Context: an optimization exercise on an open-source flow, tuned for small area. The choices shown serve that exercise and are no tape-out recipe. Only simulation tests tie the RTL to the original design; equivalence was not proved. Power is estimated from default activity; no workload was simulated.

==> flow/design.v <==
module htm_core (
    input  wire        clk,
    input  wire        rst,
    input  wire        cfg_dialect,
    input  wire        cfg_xor_reg,
    input  wire [16:0] prog_len,
    input  wire        cmd_valid,
    output wire        cmd_ready,
    input  wire [15:0] cmd_count,
    input  wire        cmd_inject,
    input  wire [39:0] cmd_instr,
    output wire [15:0] imem_addr,
    input  wire [39:0] imem_rdata,
    output wire [7:0]  gin_addr,
    input  wire [15:0] gin_rdata,
    output wire        gout_we,
    output wire [7:0]  gout_addr,
    output wire [15:0] gout_data,
    input  wire [5:0]  dbg_addr,
    output wire [15:0] dbg_data,
    output wire [5:0]  slen,
    output wire        runnable,
    output wire        faulted,
    output wire [2:0]  fault_code
);
    localparam [4:0] OP_CONST = 5'h01, OP_PUSH  = 5'h02, OP_POP    = 5'h03,
                     OP_LOAD  = 5'h04, OP_STORE = 5'h05, OP_COPY   = 5'h06,
                     OP_JUMPIF= 5'h07, OP_NOT   = 5'h08, OP_ADD    = 5'h09,
                     OP_MULT  = 5'h0A, OP_AND   = 5'h0B, OP_OR     = 5'h0C,
                     OP_XOR   = 5'h0D, OP_LSHIFT= 5'h0E, OP_RSHIFT = 5'h0F,
                     OP_EQUALS= 5'h10, OP_LESS  = 5'h11, OP_INPUT  = 5'h12,
                     OP_OUTPUT= 5'h13;
    localparam [2:0] F_HALTED = 3'd1, F_UNREC = 3'd2, F_REG = 3'd3,
                     F_UNDER = 3'd4, F_GRID = 3'd5, F_OVER = 3'd6;
    localparam [4:0] S_IDLE  = 5'd0,  S_LATCH = 5'd1,  S_DEC   = 5'd2,
                     S_INC   = 5'd3,  S_DONE  = 5'd4,  S_LDT   = 5'd5,
                     S_WRA   = 5'd6,  S_WRLEN = 5'd7,  S_WRC   = 5'd8,
                     S_ADR   = 5'd9,  S_JZ    = 5'd10, S_JLD   = 5'd11,
                     S_WRPC  = 5'd12, S_B2    = 5'd13, S_FLAG  = 5'd14,
                     S_SH    = 5'd15, S_MA    = 5'd16, S_MB    = 5'd17,
                     S_WB    = 5'd18, S_G1    = 5'd19, S_GSH   = 5'd20,
                     S_G2    = 5'd21, S_G3    = 5'd22, S_IN1   = 5'd23,
                     S_IN2   = 5'd24, S_OUT   = 5'd25, S_RB1   = 5'd26,
                     S_RB2   = 5'd27, S_LD2   = 5'd28, S_ST2   = 5'd29,
                     S_FETCH = 5'd30;
    localparam [3:0] A_DBG = 4'd0, A_X0 = 4'd1, A_XA = 4'd2, A_XB = 4'd3,
                     A_X1 = 4'd4, A_X2 = 4'd5, A_TOP = 4'd6, A_NXT = 4'd7,
                     A_LEN = 4'd8, A_C = 4'd9;
    reg [4:0]  st;
    reg [4:0]  ir_op;       
    reg [2:0]  ir_a, ir_b;
    reg        ir_bad;      
    reg        inj;
    reg [15:0] rem;         
    reg [15:0] t;
    reg [4:0]  cnt;
    reg        flag, big;
    reg [5:0]  len;
    reg        flt;
    reg [2:0]  fcode;
    reg        runf;
    wire rd = cfg_dialect;
    reg [3:0]  asel;
    reg        we, te;
    reg [1:0]  xsel;        
    reg [1:0]  ysel;        
    reg        yen, yinv, cin;
    reg [1:0]  mode;        
    reg  [5:0]  raddr;
    wire [4:0]  len_m1 = len[4:0] - 5'd1;
    wire [4:0]  len_m2 = len[4:0] - 5'd2;
    always @* begin
        case (asel)
            A_DBG: raddr = dbg_addr;
            A_X0:  raddr = 6'd0;
            A_XA:  raddr = {3'd0, ir_a};
            A_XB:  raddr = {3'd0, ir_b};
            A_X1:  raddr = 6'd1;
            A_X2:  raddr = 6'd2;
            A_TOP: raddr = {1'b1, len_m1};
            A_NXT: raddr = {1'b1, len_m2};
            A_LEN: raddr = {1'b1, len[4:0]};
            default: raddr = {1'b1, cnt};
        endcase
    end
    wire [15:0] wd;                  
    wire [15:0] r;                   
    wire [39:0] sel;
    wire [15:0] q [0:39];
    genvar g, b;
    generate
        for (g = 0; g < 40; g = g + 1) begin : word
            if (g < 8)
                assign sel[g] = !raddr[5] && raddr[2:0] == g;
            else
                assign sel[g] = raddr[5] && raddr[4:0] == g - 8;
            wire s = we && !rst && sel[g];
            wire k = !(s || rst);
            reg  [15:0] m;
            wire [15:0] nx;
            for (b = 0; b < 16; b = b + 1) begin : wbit
                htm_hold u (.q(m[b]), .k(k), .d(wd[b]), .s(s), .y(nx[b]));
            end
            always @(posedge clk) m <= nx;
            assign q[g] = m;
        end
        for (b = 0; b < 16; b = b + 1) begin : rbit
            wire [13:0] n;
            for (g = 0; g < 13; g = g + 1) begin : grp
                htm_ao3 u (.a(q[3*g][b]), .sa(sel[3*g]), .b(q[3*g+1][b]), .sb(sel[3*g+1]),
                           .c(q[3*g+2][b]), .sc(sel[3*g+2]), .y(n[g]));
            end
            assign n[13] = !(q[39][b] && sel[39]);
            assign r[b] = !(&n);
        end
    endgenerate
    reg [15:0] xv, yv0;
    always @* begin
        case (xsel)
            2'd0: xv = 16'd0;
            2'd1: xv = t;
            2'd2: xv = {t[14:0], 1'b0};
            default: xv = {1'b0, t[15:1]};
        endcase
        case (ysel)
            2'd0: yv0 = r;
            2'd1: yv0 = gin_rdata;
            2'd2: yv0 = imem_rdata[15:0];
            default: yv0 = rem;
        endcase
    end
    wire [15:0] yv = (yv0 & {16{yen}}) ^ {16{yinv}};
    wire [16:0] sum = {1'b0, xv} + {1'b0, yv} + {16'd0, cin};
    reg  [15:0] alu;
    always @* begin
        case (mode)
            2'd0: alu = sum[15:0];
            2'd1: alu = xv & yv;
            2'd2: alu = xv | yv;
            default: alu = xv ^ yv;
        endcase
    end
    assign wd = alu;
    wire cout  = sum[16];
    wire z_hi  = alu[15:4] == 12'd0;
    wire z_all = z_hi && alu[3:0] == 4'd0;
    wire [39:0] iw = (st == S_IDLE) ? cmd_instr : imem_rdata;
    wire [7:0]  iop = iw[39:32];
    wire        a_hi = iw[31:19] != 13'd0;
    wire        b_hi = iw[15:3] != 13'd0;
    reg         i_legal, i_ua, i_ub;
    always @* begin
        i_legal = 1'b1; i_ua = 1'b0; i_ub = 1'b0;
        case (iop)
            8'h01: i_ua = rd;
            8'h02, 8'h03: i_ua = 1'b1;
            8'h04, 8'h05, 8'h06: begin i_ua = 1'b1; i_ub = 1'b1; end
            8'h07: begin i_ua = 1'b1; i_ub = rd; end
            8'h08: i_ua = rd;
            8'h09, 8'h0A, 8'h0B, 8'h0C, 8'h0E, 8'h0F, 8'h10, 8'h11, 8'h12, 8'h13:
                begin i_ua = rd; i_ub = rd; end
            8'h0D: begin i_legal = !rd || cfg_xor_reg; i_ua = rd; i_ub = rd; end
            default: i_legal = 1'b0;
        endcase
    end
    wire [4:0] i_op  = i_legal ? iop[4:0] : 5'd0;
    wire       i_bad = (i_ua && a_hi) || (i_ub && b_hi);
    wire op_bin  = ir_op >= OP_ADD && ir_op <= OP_LESS;
    wire op_io   = ir_op == OP_INPUT || ir_op == OP_OUTPUT;
    wire len0    = len == 6'd0;
    wire len_lt2 = len[5:1] == 5'd0;
    wire len_ful = len[5];
    reg        sf;           
    reg [2:0]  sf_code;
    always @* begin
        sf = 1'b1; sf_code = F_UNDER;
        if (ir_op == 5'd0)       sf_code = F_UNREC;
        else if (ir_bad)         sf_code = F_REG;
        else begin
            sf = 1'b0;
            if (!rd) begin
                case (ir_op)
                    OP_CONST, OP_PUSH: if (len_ful) begin sf = 1'b1; sf_code = F_OVER; end
                    OP_POP, OP_JUMPIF, OP_NOT: if (len0) sf = 1'b1;
                    OP_LOAD, OP_STORE, OP_COPY: ;
                    default: if (len_lt2) sf = 1'b1;
                endcase
            end else if (ir_op == OP_POP && len0) sf = 1'b1;
            else if ((ir_op == OP_CONST || ir_op == OP_PUSH) && len_ful) begin
                sf = (ir_op == OP_PUSH); sf_code = F_OVER;
            end
        end
    end
    wire ld_ok = !cout && wd[15:5] == 11'd0 && {1'b0, wd[4:0]} < len;
    assign cmd_ready  = (st == S_IDLE);
    assign imem_addr  = r;
    assign dbg_data   = r;
    assign slen       = len;
    assign runnable   = runf;
    assign faulted    = flt;
    assign fault_code = fcode;
    assign gin_addr   = {t[3:0], t[7:4]};
    assign gout_addr  = {t[3:0], t[7:4]};
    assign gout_data  = r;
    assign gout_we    = (st == S_OUT);
    wire last = inj || rem == 16'd1 || !runf;
    wire mbit = r[cnt[3:0]];
    reg [4:0] nst;
    reg       set_flt;
    reg [2:0] set_code;
    reg [1:0] len_op;       
    reg       cnt_ld, cnt_dec, cnt_15, cnt_4;
    reg       flag_ld, big_ld;
    reg       flag_v;
    always @* begin
        nst = st; asel = A_X0; we = 1'b0; te = 1'b0;
        xsel = 2'd0; ysel = 2'd0; yen = 1'b1; yinv = 1'b0; cin = 1'b0; mode = 2'd0;
        set_flt = 1'b0; set_code = F_UNDER; len_op = 2'd0;
        cnt_ld = 1'b0; cnt_dec = 1'b0; cnt_15 = 1'b0; cnt_4 = 1'b0;
        flag_ld = 1'b0; flag_v = 1'b0; big_ld = 1'b0;
        case (st)
            S_IDLE: begin
                asel = A_DBG;
            end
            S_FETCH: begin
                asel = A_X0; nst = S_LATCH;
            end
            S_LATCH: begin
                asel = A_X0;
                nst = S_DEC;
            end
            S_DEC: begin
                if (sf) begin
                    set_flt = 1'b1; set_code = sf_code; nst = S_IDLE;
                end else if (ir_op == OP_CONST) begin
                    asel = rd ? A_XA : A_LEN;
                    ysel = inj ? 2'd3 : 2'd2;
                    we = 1'b1;
                    if (!rd) len_op = 2'd1;
                    nst = (rd && ir_a == 3'd0) ? S_DONE : S_INC;
                end else begin
                    nst = S_INC;
                end
            end
            S_INC: begin
                asel = A_X0; cin = 1'b1; we = 1'b1;
                case (ir_op)
                    OP_CONST: nst = S_DONE;
                    OP_PUSH: nst = S_LDT;
                    OP_POP, OP_COPY, OP_LOAD, OP_STORE: nst = S_LDT;
                    OP_JUMPIF: nst = S_JZ;
                    OP_NOT: nst = S_WB;
                    OP_INPUT, OP_OUTPUT: nst = S_G1;
                    default: nst = S_LDT;    
                endcase
            end
            S_LDT: begin
                te = 1'b1;
                case (ir_op)
                    OP_PUSH: begin asel = A_XA; nst = S_WRLEN; end
                    OP_POP:  begin asel = A_TOP; len_op = 2'd2; nst = S_WRA; end
                    OP_COPY, OP_LOAD, OP_STORE: begin asel = A_XB;
                        nst = (ir_op == OP_COPY) ? S_WRA : S_ADR; end
                    OP_MULT: begin asel = rd ? A_XA : A_NXT; yen = 1'b0;
                        cnt_15 = 1'b1; nst = S_MA; end
                    default: begin asel = rd ? A_XA : A_NXT; nst = S_B2; end
                endcase
            end
            S_WRA: begin
                asel = A_XA; xsel = 2'd1; yen = 1'b0; we = 1'b1; nst = S_DONE;
            end
            S_WRLEN: begin
                asel = A_LEN; xsel = 2'd1; yen = 1'b0; we = 1'b1; len_op = 2'd1;
                nst = S_DONE;
            end
            S_ADR: begin
                asel = A_X1; xsel = 2'd1; te = 1'b1; cnt_ld = 1'b1;
                if (!ld_ok) begin
                    set_flt = 1'b1; set_code = F_UNDER; nst = S_RB1;
                end else
                    nst = (ir_op == OP_LOAD) ? S_LD2 : S_ST2;
            end
            S_LD2: begin
                asel = A_C; te = 1'b1; nst = S_WRA;
            end
            S_ST2: begin
                asel = A_XA; te = 1'b1; nst = S_WRC;
            end
            S_WRC: begin
                asel = A_C; xsel = 2'd1; yen = 1'b0; we = 1'b1; nst = S_DONE;
            end
            S_JZ: begin
                asel = rd ? A_XB : A_TOP; flag_ld = 1'b1; flag_v = z_all;
                if (!rd) len_op = 2'd2;
                nst = S_JLD;
            end
            S_JLD: begin
                asel = A_XA; te = 1'b1;
                nst = flag ? S_WRPC : S_DONE;
            end
            S_WRPC: begin
                asel = A_X0; xsel = 2'd1; yen = 1'b0; we = 1'b1; nst = S_DONE;
            end
            S_B2: begin
                asel = rd ? A_XB : A_TOP; xsel = 2'd1;
                case (ir_op)
                    OP_ADD: begin te = 1'b1; nst = S_WB; end
                    OP_AND: begin te = 1'b1; mode = 2'd1; nst = S_WB; end
                    OP_OR:  begin te = 1'b1; mode = 2'd2; nst = S_WB; end
                    OP_XOR: begin te = 1'b1; mode = 2'd3; nst = S_WB; end
                    OP_EQUALS: begin mode = 2'd3; flag_ld = 1'b1; flag_v = z_all;
                        nst = S_FLAG; end
                    OP_LESS: begin yinv = 1'b1; cin = 1'b1; flag_ld = 1'b1;
                        flag_v = !cout; nst = S_FLAG; end
                    default: begin  
                        xsel = 2'd0; cnt_ld = 1'b1; big_ld = 1'b1; nst = S_SH; end
                endcase
            end
            S_FLAG: begin
                yen = 1'b0; cin = flag; te = 1'b1; nst = S_WB;
            end
            S_SH: begin
                te = 1'b1; yen = 1'b0;
                if (big) begin
                    xsel = 2'd0; nst = S_WB;
                end else if (cnt[3:0] == 4'd0) begin
                    xsel = 2'd1; nst = S_WB;
                end else begin
                    xsel = (ir_op == OP_LSHIFT) ? 2'd2 : 2'd3; cnt_dec = 1'b1;
                end
            end
            S_MA: begin
                asel = rd ? A_XB : A_TOP; flag_ld = 1'b1; flag_v = mbit;
                nst = S_MB;
            end
            S_MB: begin
                asel = rd ? A_XA : A_NXT; xsel = 2'd2; yen = flag; te = 1'b1;
                cnt_dec = 1'b1;
                nst = (cnt[3:0] == 4'd0) ? S_WB : S_MA;
            end
            S_WB: begin
                if (ir_op == OP_NOT) begin
                    asel = rd ? A_XA : A_TOP; yinv = 1'b1;
                end else begin
                    asel = rd ? A_XA : A_NXT; xsel = 2'd1; yen = 1'b0;
                    if (!rd) len_op = 2'd2;
                end
                we = 1'b1; nst = S_DONE;
            end
            S_G1: begin
                asel = rd ? A_XA : A_NXT; te = 1'b1; big_ld = 1'b1; cnt_4 = 1'b1;
                nst = S_GSH;
            end
            S_GSH: begin
                xsel = 2'd2; yen = 1'b0; te = 1'b1; cnt_dec = 1'b1;
                if (cnt[1:0] == 2'd1) nst = S_G2;
            end
            S_G2: begin
                asel = rd ? A_XB : A_TOP;
                if (big || !z_hi) begin
                    set_flt = 1'b1; set_code = F_GRID; nst = S_RB1;
                end else
                    nst = S_G3;
            end
            S_G3: begin
                asel = rd ? A_XB : A_TOP; xsel = 2'd1; te = 1'b1;
                nst = (ir_op == OP_INPUT) ? S_IN1 : S_OUT;
            end
            S_IN1: begin
                nst = S_IN2;
            end
            S_IN2: begin
                asel = A_X2; ysel = 2'd1; we = 1'b1;
                if (!rd) len_op = 2'd3;
                nst = S_DONE;
            end
            S_OUT: begin
                asel = A_X2;
                if (!rd) len_op = 2'd3;
                nst = S_DONE;
            end
            S_RB1: begin
                asel = A_X0; yinv = 1'b1; cin = 1'b1; we = 1'b1; nst = S_RB2;
            end
            S_RB2: begin
                asel = A_X0; yinv = 1'b1; we = 1'b1; nst = S_IDLE;
            end
            S_DONE: begin
                asel = A_X0;
                nst = last ? S_IDLE : S_LATCH;
            end
            default: nst = S_IDLE;
        endcase
    end
    always @(posedge clk) begin
        if (rst) begin
            st <= S_IDLE;
            len <= 6'd0;
            flt <= 1'b0;
            fcode <= 3'd0;
            runf <= prog_len != 17'd0;
        end else begin
            st <= nst;
            if (we && raddr == 6'd0) runf <= {1'b0, wd} < prog_len;
            if (set_flt) begin flt <= 1'b1; fcode <= set_code; end
            case (len_op)
                2'd1: len <= len + 6'd1;
                2'd2: len <= len - 6'd1;
                2'd3: len <= len - 6'd2;
                default: ;
            endcase
            if (st == S_IDLE && cmd_valid && !flt) begin
                if (cmd_inject) begin
                    inj <= 1'b1;
                    rem <= cmd_instr[15:0];
                    st <= S_DEC;
                end else if (cmd_count != 16'd0) begin
                    inj <= 1'b0;
                    rem <= cmd_count;
                    if (!runf) begin
                        flt <= 1'b1; fcode <= F_HALTED;
                    end else
                        st <= S_FETCH;
                end
            end
            if (st == S_DONE) rem <= rem - 16'd1;
        end
        if ((st == S_IDLE) || (st == S_LATCH)) begin
            ir_op <= i_op; ir_a <= iw[18:16]; ir_b <= iw[2:0]; ir_bad <= i_bad;
        end
        if (te) t <= wd;
        if (cnt_ld) cnt <= wd[4:0];
        else if (cnt_15) cnt <= 5'd15;
        else if (cnt_4) cnt <= 5'd4;
        else if (cnt_dec) cnt <= cnt - 5'd1;
        if (flag_ld) flag <= flag_v;
        if (big_ld) big <= !z_hi;
    end
endmodule
module htm_hold (input wire q, input wire k, input wire d, input wire s, output wire y);
    assign y = (q & k) | (d & s);
endmodule
module htm_ao3 (input wire a, input wire sa, input wire b, input wire sb,
                input wire c, input wire sc, output wire y);
    assign y = !((a & sa) | (b & sb) | (c & sc));
endmodule
==> flow/run.sh <==
#!/bin/bash
# synth_recipe.tcl (not shown) runs the flow's synth.tcl, then flattens the netlist and writes it again
# the make line also repeats each setting of config.mk as NAME=value (left out here)
make -C /OpenROAD-flow-scripts/flow DESIGN_CONFIG=/design/flow/config.mk WORK_HOME=/design/flow/orfs CLKGATE_MAP_FILE= SYNTH_SCRIPT=/design/flow/synth_recipe.tcl finish
==> flow/config.mk <==
export PLATFORM = sky130hd
export DESIGN_NAME = htm_core
export DESIGN_NICKNAME = htm_core
export VERILOG_FILES = /design/flow/design.v
export SDC_FILE = /design/flow/constraint.sdc
export NUM_CORES = 4
export LEC_CHECK = 0
export CAP_MARGIN = 20
export CORE_MARGIN = 2
export CORE_UTILIZATION = 60
export SLEW_MARGIN = 20
export SYNTH_HIERARCHICAL = 1
export SYNTH_MINIMUM_KEEP_SIZE = 0
==> flow/constraint.sdc <==
create_clock -name core_clock -period 14.0 [get_ports {clk}]
set_input_delay 2.8000 -clock core_clock [delete_from_list [all_inputs] [get_ports {clk}]]
set_output_delay 2.8000 -clock core_clock [all_outputs]
set_load 0.01 [all_outputs]
==> metrics.md, run 1 <==
| Metric | Value |
|---|---|
| Endpoint class of the critical path | `flip-flop` |
| Post-synthesis register bit count | `713` |
| Period minus WS final | `about 13 ns` |
| Setup Viol. Count Final | `0` |
| Final period util | `between 90% and 100%` |
| DRC | `0` |
| Die height | `235 um` |
| Syn_nets | `around 3400` |
| Initial Utilization | `approximately three fifths` |
| Critical setup path kind | `primary input to flip-flop` |
| TNS Setup | `0 ns` |
| Post-CTS sizing | `0` |
| Initial antenna violation count | `6` |
| Switching pwr | `2640 uW` |
| Via density | `around 7.4` |
| Yosys top cell area share | `41.4%` |
| Min Hold Slack | `around 0.5 ns` |
| Number of library cell types mapped by synthesis | `105` |
| Worst-Margin Slew | `roughly 1.2 ns` |
| GRT busiest layer | `met2` |
| Combinational family with the most area after synthesis | `compound AO/OA/AOI/OAI gates` |
| Mapped Cells | `approximately 3100` |
| Largest net degree at the start of global routing | `55` |
| Clock transition at path regs | `about 0.060 ns` |
| Post-synthesis compound-gate area fraction | `33.0%` |
| First-pass GRT wire length | `approximately 180000 um` |
| RSZ-0062 raised after global routing | `no` |
| Multiplexer share of the synthesized area | `1.09%` |
| Aggregate global routing overflow | `0` |
| Final hold viol count | `0` |
| Internal cell power | `about 4000 uW` |
| I/O Pins | `218` |
| Buffer depth of the longest clock path | `3` |
| Max-cap violations | `0` |
| Area contributors post-synth | `dfxtp_1 41%, a22o_1 18%, a222oi_1 6.5%` |
| Outcome | `finished clean` |
| Final Util | `a little under three quarters` |
| Clk sinks | `713` |
| Horiz. Die Dim | `235 um` |
| Clk root buf | `clkbuf_16` |
| Worst-path fanout max | `16` |
| H-tree Lvls | `3` |
| Critical Path Source Type | `primary input` |
| Met2 Resource Use GR | `slightly above 60%` |
| Setup repair bufs after CTS | `0` |
| Port Buf Inserts | `217` |
| Synth Area in XOR/XNOR | `between 1.5 and 2%` |
| Worst-Skew Late Latency | `0.63 ns` |
| Clock power frac | `29.7%` |
| Cell Rows | `between 80 and 90` |
| Top-count cell post-synth | `dfxtp_1` |
| Layout area overhead | `18.3%` |
| Post-route clock skew | `approximately 0.026 ns` |
| Via count | `between 30000 and 40000` |
| Final ANT Viol Nets | `0` |
| Met3 GRT Util | `a little over a tenth` |
| Pleak | `around 0.015 uW` |
| Final Max Slew Viols | `0` |
| Peak VDD IR | `~0.12 mV` |
| Ys flop type | `dfxtp_1` |
| Adder-cell share of the synthesized area | `between 2 and 3%` |
| Achievable Freq | `roughly 80 MHz` |
| Syn avg cell area | `10.2 sq um` |
| Yosys top cell by area | `dfxtp_1` |
| Core Region | `roughly 0.053 sq mm` |
| CTS tree | `done` |
| Ys async rst share | `0%` |
| Detailed Route Iter0 Violations | `5703` |
| Max transition margin | `between 20 and 25%` |
| Post-CTS Hold Buffers | `0` |
| Number of flops mapped to enable cells by yosys | `53` |
| CP dominant cell by count | `a21oi_1` |
| Worst EP required | `14.51 ns` |
| DP HPWL | `about 80000 um` |
| Commonest cells post-synth | `660 x dfxtp_1, 642 x a22o_1, 222 x nor2_1` |
| CTS Buf Count | `71` |
| WP buf/inv | `3` |
| Share of cells above drive strength 1 | `approximately 10%` |
| Cell family with most CP delay | `compound AO/OA/AOI/OAI gates` |
| HP Class | `flip-flop to flip-flop` |
| Simple-gate share of the synthesized area | `11.4%` |
| GPL Wtd Cong | `roughly 1.0` |
| PD cells | `between 150 and 200 mW/mm^2` |
| Total Routed Length | `approximately 120000 um` |
| Sequential area share after synthesis | `46.4%` |
| Switch share | `approximately two fifths` |
| Drt pass-1 iters | `13` |
| Synthesized cell area | `between 0.03 and 0.04 sq mm` |
| Crit path largest cell delay | `0.73 ns` |
| Met1 Resource Use GR | `about three fifths` |
| Drt wl/cell | `slightly below 30 um` |
| Share of power burned in registers | `34.5%` |
| Data arrival time of the critical path | `about 13 ns` |
| Combinational Power Share | `~36%` |
| Vias in the first global route | `roughly 29000` |
| Die area | `around 0.055 sq mm` |
| Nets | `3633` |
| Yosys warnings | `7` |
| Tot GR Track Use | `41.7%` |
| Slowest stage cell, crit path | `a2111oi_0` |
==> power by group through the flow <==
stage / Clock, uW / Sequential [uW] / Combinational, uW
finish: 1940 / 2250 / 2330
global route: 2030 / 2260 / 2440
CTS: 1940 / 2250 / 2220
detailed placement: 0 / 2290 / 2210
global placement: 0 / 2290 / 2160
floorplan: 0 / 2230 / 1370
==> sequential cells by signal, indices dropped and copies added, names as in the netlist, named ones only <==
register,cells
big,1
cnt,5
fcode,3
flag,1
flt,1
inj,1
ir_a,3
ir_b,3
ir_bad,1
ir_op,5
len,6
rem,16
runf,1
st,5
t,16
word.m,640
==> placed cells by master, fill, tap and decap left out, drive strengths merged, types with 10 or more instances in the layout <==
cell	count
clkbuf	100
inv	97
edfxtp	53
o22ai	10
and3	10
or4	10
and2	11
nor2b	19
a31oi	17
a22oi	21
o211ai	16
nor2	226
nor4	35
nand3	54
a211oi	15
xnor2	37
o21ai	98
dfxtp	660
xor2	30
nand2b	21
nor3b	10
a222oi	208
or2	11
mux2i	27
a21o	22
a21oi	114
clkdlybuf4s50	215
o31ai	10
nor3	52
ha	66
clkinv	15
a22o	642
nand4	46
nand2	214
buf	136
==> cell families (layout without fill, tap and decap cells) <==
group	after synthesis	count (layout)
AOI/OAI and AO/OA	1274	1274
xor gates and xnor gates	67	67
adders and majority gates	69	69
buffers and inverters	233	569
DFF	713	713
muxes	34	34
other	0	2
and+or+nand+nor	752	752
==> Yosys stat by module (local to each module, per instance) <==
module | cell area [sq um] | times used | cells inside | flops+latches
htm_hold | 8.76 | 640 | 1 | 0
htm_core | 24300 | 1 | 2294 | 713
htm_ao3 | 10.0 | 208 | 1 | 0
==> metrics by stage <==
step                      power [uW]  worst slack [ns]  instances  area, sq um
final                           6530              1.40       4168        37800
after detailed placement        4500              1.01       4034        35300
after global routing            6720             0.980       4167        37800
after CTS                       6410              1.61       4162        37700
after floorplan                 3610              1.29       3142        31900
after global placement          4450              1.27       4029        35200
==> layout make-up <==
cell class	count	area, sq um
Fill cell	3926	14800
Clock inverter	28	274
Clock buffer	100	2110
Timing Repair Buffer	351	3180
Sequential cell	713	14800
Multi-Input combinational cell	2196	16200
Antenna cell	2	5.00
Tap cell	688	861
Inverter	90	338
==> metal layers <==
layer | vias up | routed length (um)
met5 | - | 48
met4 | 6 | 5490
met3 | 354 | 16300
met2 | 2320 | 50800
met1 | 15100 | 48400
li1 | 13200 | -
==> worst paths after layout <==
path	startpoint	end	slack, ns	cells past startpoint
worst min register to register	word[1].m[0]	word[1].m[0]	0.49	1
worst max-delay path	cfg_dialect	fcode[0]	1.40	34
worst min-delay path	word[1].m[0]	word[1].m[0]	0.49	1
worst max register to register	st[4]	fcode[0]	2.78	35
==> run 2, diff against run 1 <==
--- a/flow/config.mk
+++ b/flow/config.mk
@@ -8,4 +8,6 @@
 export CAP_MARGIN = 20
+export CELL_PAD_IN_SITES_DETAIL_PLACEMENT = 1
+export CELL_PAD_IN_SITES_GLOBAL_PLACEMENT = 2
 export CORE_MARGIN = 2
-export CORE_UTILIZATION = 60
+export CORE_UTILIZATION = 30
 export SLEW_MARGIN = 20
==> metrics.md, run 2 <==
| Metric | Value |
|---|---|
| Outcome | `finished clean` |
| Crit path largest cell delay | `0.85 ns (+0.12 ns)` |
| Final Max Slew Viols | `0 (unchanged)` |
| CTS Buf Count | `85 (+20%)` |
| Clk sinks | `713 (unchanged)` |
| Horiz. Die Dim | `330 um (+41%)` |
| Worst-Margin Slew | `1.07 ns (-0.0870 ns)` |
| Ys async rst share | `0% (unchanged)` |
| Worst-Skew Late Latency | `0.67 ns (+0.04 ns)` |
| Ys flop type | `dfxtp_1` |
| Share of cells above drive strength 1 | `11.7% (+1.4 points)` |
| I/O Pins | `218 (unchanged)` |
| Period minus WS final | `12.98 ns (+0.373 ns)` |
| Core Region | `0.105 sq mm (+100%)` |
| Adder-cell share of the synthesized area | `2.77% (unchanged)` |
| Post-synthesis register bit count | `713 (unchanged)` |
| Worst EP required | `11.20 ns (-3.31 ns)` |
| Cell Rows | `119 (+42%)` |
| Register area | `0.0148 sq mm (unchanged)` |
| Worst r2r src | `st[0]` |
| Max transition margin | `28.7% (+6.0 points)` |
| Crit path cell chain | `clkdlybuf4s50_1 -> buf_4 -> nor4_1 -> a22oi_2 -> o2111a_1 -> a2111o_1 -> nand3_1 -> o21ai_0 -> nand2_1 -> nor2_1 -> buf_4 -> a222oi_1 -> nand4_1 -> nor4_1 -> a21boi_0 -> inv_1 -> clkdlybuf4s50_1` |
| Initial antenna violation count | `2 (-4)` |
| Critical setup path kind | `primary input to output pin` |
| Final hold viol count | `0 (unchanged)` |
| Via density | `6.14 (-17%)` |
| Area of the multi-input gates | `0.0163 sq mm (+0.22%)` |
| DRC | `0 (unchanged)` |
| Multiplexer share of the synthesized area | `1.09% (unchanged)` |
| Post-CTS Hold Buffers | `0 (unchanged)` |
| Setup repair bufs after CTS | `0 (unchanged)` |
| Max-cap violations | `0 (unchanged)` |
| Sequential area share after synthesis | `46.4% (unchanged)` |
| Endpoint class of the critical path | `output pin` |
| Drt pass-1 iters | `19 (+6)` |
| Most frequent cells in the layout | `660 x dfxtp_1, 642 x a22o_1, 216 x clkdlybuf4s50_1` |
| Detailed Route Iter0 Violations | `3318 (-42%)` |
| Worst Slack Setup Final | `1.02 ns (-0.373 ns)` |
| Setup Viol. Count Final | `0 (unchanged)` |
| Min-Delay Path Depth | `1 (unchanged)` |
| Mapped Cells | `3142 (unchanged)` |
| Number of library cell types mapped by synthesis | `105 (unchanged)` |
| Yosys top cell area share | `41.4% (unchanged)` |
| Clock transition at path regs | `0.05 ns (about the same)` |
| WL met1 | `71400 um (+47%)` |
| Top-count cell post-synth | `dfxtp_1` |
| Commonest cells post-synth | `660 x dfxtp_1, 642 x a22o_1, 222 x nor2_1` |
| Number of flops mapped to enable cells by yosys | `53 (unchanged)` |
| Min Hold Slack | `0.485 ns (-0.00252 ns)` |
| Routed length on met2 | `65200 um (+28%)` |
| Aggregate global routing overflow | `0 (unchanged)` |
| Total Routed Length | `149000 um (+23%)` |
| Largest regs | `word.m: 640 flops, rem: 16 flops, t: 16 flops` |
| Worst-path fanout max | `14 (-2)` |
| TNS Setup | `0 ns (unchanged)` |
| Hold Startpoint | `word[28].m[7]` |
| Drt wl/cell | `30.2 um (+4.0%)` |
| GPL Wtd Cong | `0.898 (-13%)` |
| Nets | `3681 (+1.3%)` |
| Synth Area in XOR/XNOR | `1.84% (unchanged)` |
| Syn avg cell area | `10.2 sq um (unchanged)` |
| Vias in the first global route | `30600 (+6.6%)` |
| PD cells | `179 mW/mm^2 (+3.3%)` |
| Combinational family with the most area after synthesis | `compound AO/OA/AOI/OAI gates` |
| Via count | `30300 (-2.2%)` |
| Pleak | `0.0151 uW (+2.9%)` |
| Yosys top cell by area | `dfxtp_1` |
| Post-synthesis compound-gate area fraction | `33.0% (unchanged)` |
| Achievable Freq | `77.1 MHz (-2.9%)` |
| H-tree Lvls | `3 (unchanged)` |
| Die area | `0.109 sq mm (+98%)` |
| Syn_nets | `3352 (unchanged)` |
| DP HPWL | `106000 um (+30%)` |
| Data arrival time of the critical path | `10.18 ns (-2.94 ns)` |
| Largest net degree at the start of global routing | `50 (-9.1%)` |
| Post-Layout Cell Count | `4929 (+18%)` |
| Peak VDD IR | `0.102 mV (-17%)` |
| Top layer reached by signal wires | `met4` |
| Buffer depth of the longest clock path | `3 (unchanged)` |
| Met3 WL | `8550 um (-48%)` |
| FILL cells | `11700 (+200%)` |
| Critical Path Source Type | `primary input` |
| Layout area overhead | `23.6%` |
| Clk root buf | `clkbuf_16` |
| Placed Cells | `4773 (+18%)` |
| Max reg flops | `640 (unchanged)` |
| Tot GR Track Use | `26.6% (-15 points)` |
| Final ANT Viol Nets | `0 (unchanged)` |
| Slowest stage cell, crit path | `a21boi_0` |
| Die height | `330 um (+41%)` |
| HP Class | `flip-flop to flip-flop` |
| R2R cell count | `33 (-5.7%)` |
| Initial Utilization | `30.3% (-30 points)` |
| Yosys warnings | `7 (unchanged)` |
| Simple-gate share of the synthesized area | `11.4% (unchanged)` |
| CTS tree | `done` |
| Most flops, register | `word.m` |
| First-pass GRT wire length | `217000 um (+21%)` |
| Post-CTS sizing | `0 (unchanged)` |
| CP startpoint | `cfg_dialect` |
| Synthesized cell area | `0.0319 sq mm (unchanged)` |
| Area contributors post-synth | `dfxtp_1 41%, a22o_1 18%, a222oi_1 6.5%` |
| Final period util | `92.7% (+2.7 points)` |
| Commonest non-fill, non-tap cell in the layout | `dfxtp_1` |
| Port Buf Inserts | `217 (unchanged)` |
| RSZ-0062 raised after global routing | `no` |
| Post-route clock skew | `0.0340 ns (+0.00829 ns)` |
| Post-place setup slack | `0.402 ns (-0.608 ns)` |
[run 2: cell counts after synthesis]
No cell type changed its count.
[run 2: worst paths after layout]
kind	endpoint	slack, ns
worst max-delay path	imem_addr[11]	1.02
worst min-delay path	word[28].m[7]	0.48
worst max register to register	flag	2.51
worst min register to register	word[28].m[7]	0.48
[run 2: per-module statistics from Yosys, one instance, submodules excluded]
module / area [sq um] / cells inside / times used
htm_hold: 8.76 / 1 / 640
htm_core: 24300 / 2294 / 1
htm_ao3: 10.0 / 1 / 208
[run 2: cells by family (layout without fill, tap and decap cells)]
| kind of cell | after synthesis | after routing |
|---|---|---|
| DFF | 713 | 713 |
| adders and majority gates | 69 | 69 |
| muxes | 34 | 34 |
| xor gates and xnor gates | 67 | 67 |
| AOI/OAI and AO/OA | 1274 | 1274 |
| buffers and inverters | 233 | 628 |
| other | 0 | 1 |
| and+or+nand+nor | 752 | 752 |
[run 2: report_power, final]
group	internal, uW	switching, uW
sequential	2150	116
combinational	647	1830
clock	1370	941
[run 2: final cells by class]
cell class,instances,share of cell area [%]
Tap cell,1391,4.41
Inverter,90,0.856
Timing Repair Buffer,385,8.70
Multi-Input combinational cell,2196,41.2
Clock buffer,120,6.25
Sequential cell,713,37.5
Antenna cell,1,0.00634
Clock inverter,33,1.10
[run 2: per-layer routing]
layer / GRT usage (%) / vias to the layer above
li1: - / 13300
met1: 38.8 / 15700
met2: 40.6 / 1057
met3: 3.83 / 188
met4: 7.15 / 0
met5: 0 / -
[run 2: worst max-delay path: cells and delay by family]
kind,cells,cell delay [ns]
and+or+nand+nor,6,2.82
AOI/OAI and AO/OA,6,2.69
buffers and inverters,5,1.84
[run 2: through the flow]
| step | cell area [sq um] | utilization [%] | total power [uW] |
|---|---|---|---|
| 2_1_floorplan | 31900 | - | 3610 |
| 3_3_place_gp | 36500 | 34.7 | 4700 |
| 3_5_place_dp | 36500 | 34.7 | 4750 |
| 4_1_cts | 39400 | 37.4 | 7070 |
| 5_1_grt | 39500 | 37.4 | 7330 |
| 6_report | 39500 | 37.4 | 7050 |

==> static timing again, ports no longer ideal <==
No port has a modelled driver above. Below, the same layouts with a new extraction and two added sets of constraints.
Step 1 sets driving cells, clkbuf_16 on the clock port and buf_2 on the other inputs (assumed; they add their load-dependent delay and slew).
Step 2 also shifts input and output timing later by t, the mid clock arrival at the registers, as if the neighbouring blocks saw the same clock.
Three values: ideal ports, drivers, drivers and shift; two values: the first two.
run | t, ns | setup WS [ns] | worst data-port slew with drivers (ns)
run 1 | 0.680 | 1.396 / 1.439 / 0.758 | 0.07
run 2 | 0.730 | 1.023 / 1.001 / 0.624 | 0.10
After both steps setup and hold are still met in every run listed. The setup slack of run 1, which loses most, moves by +0.043 ns with the drivers and by -0.638 ns with both steps.
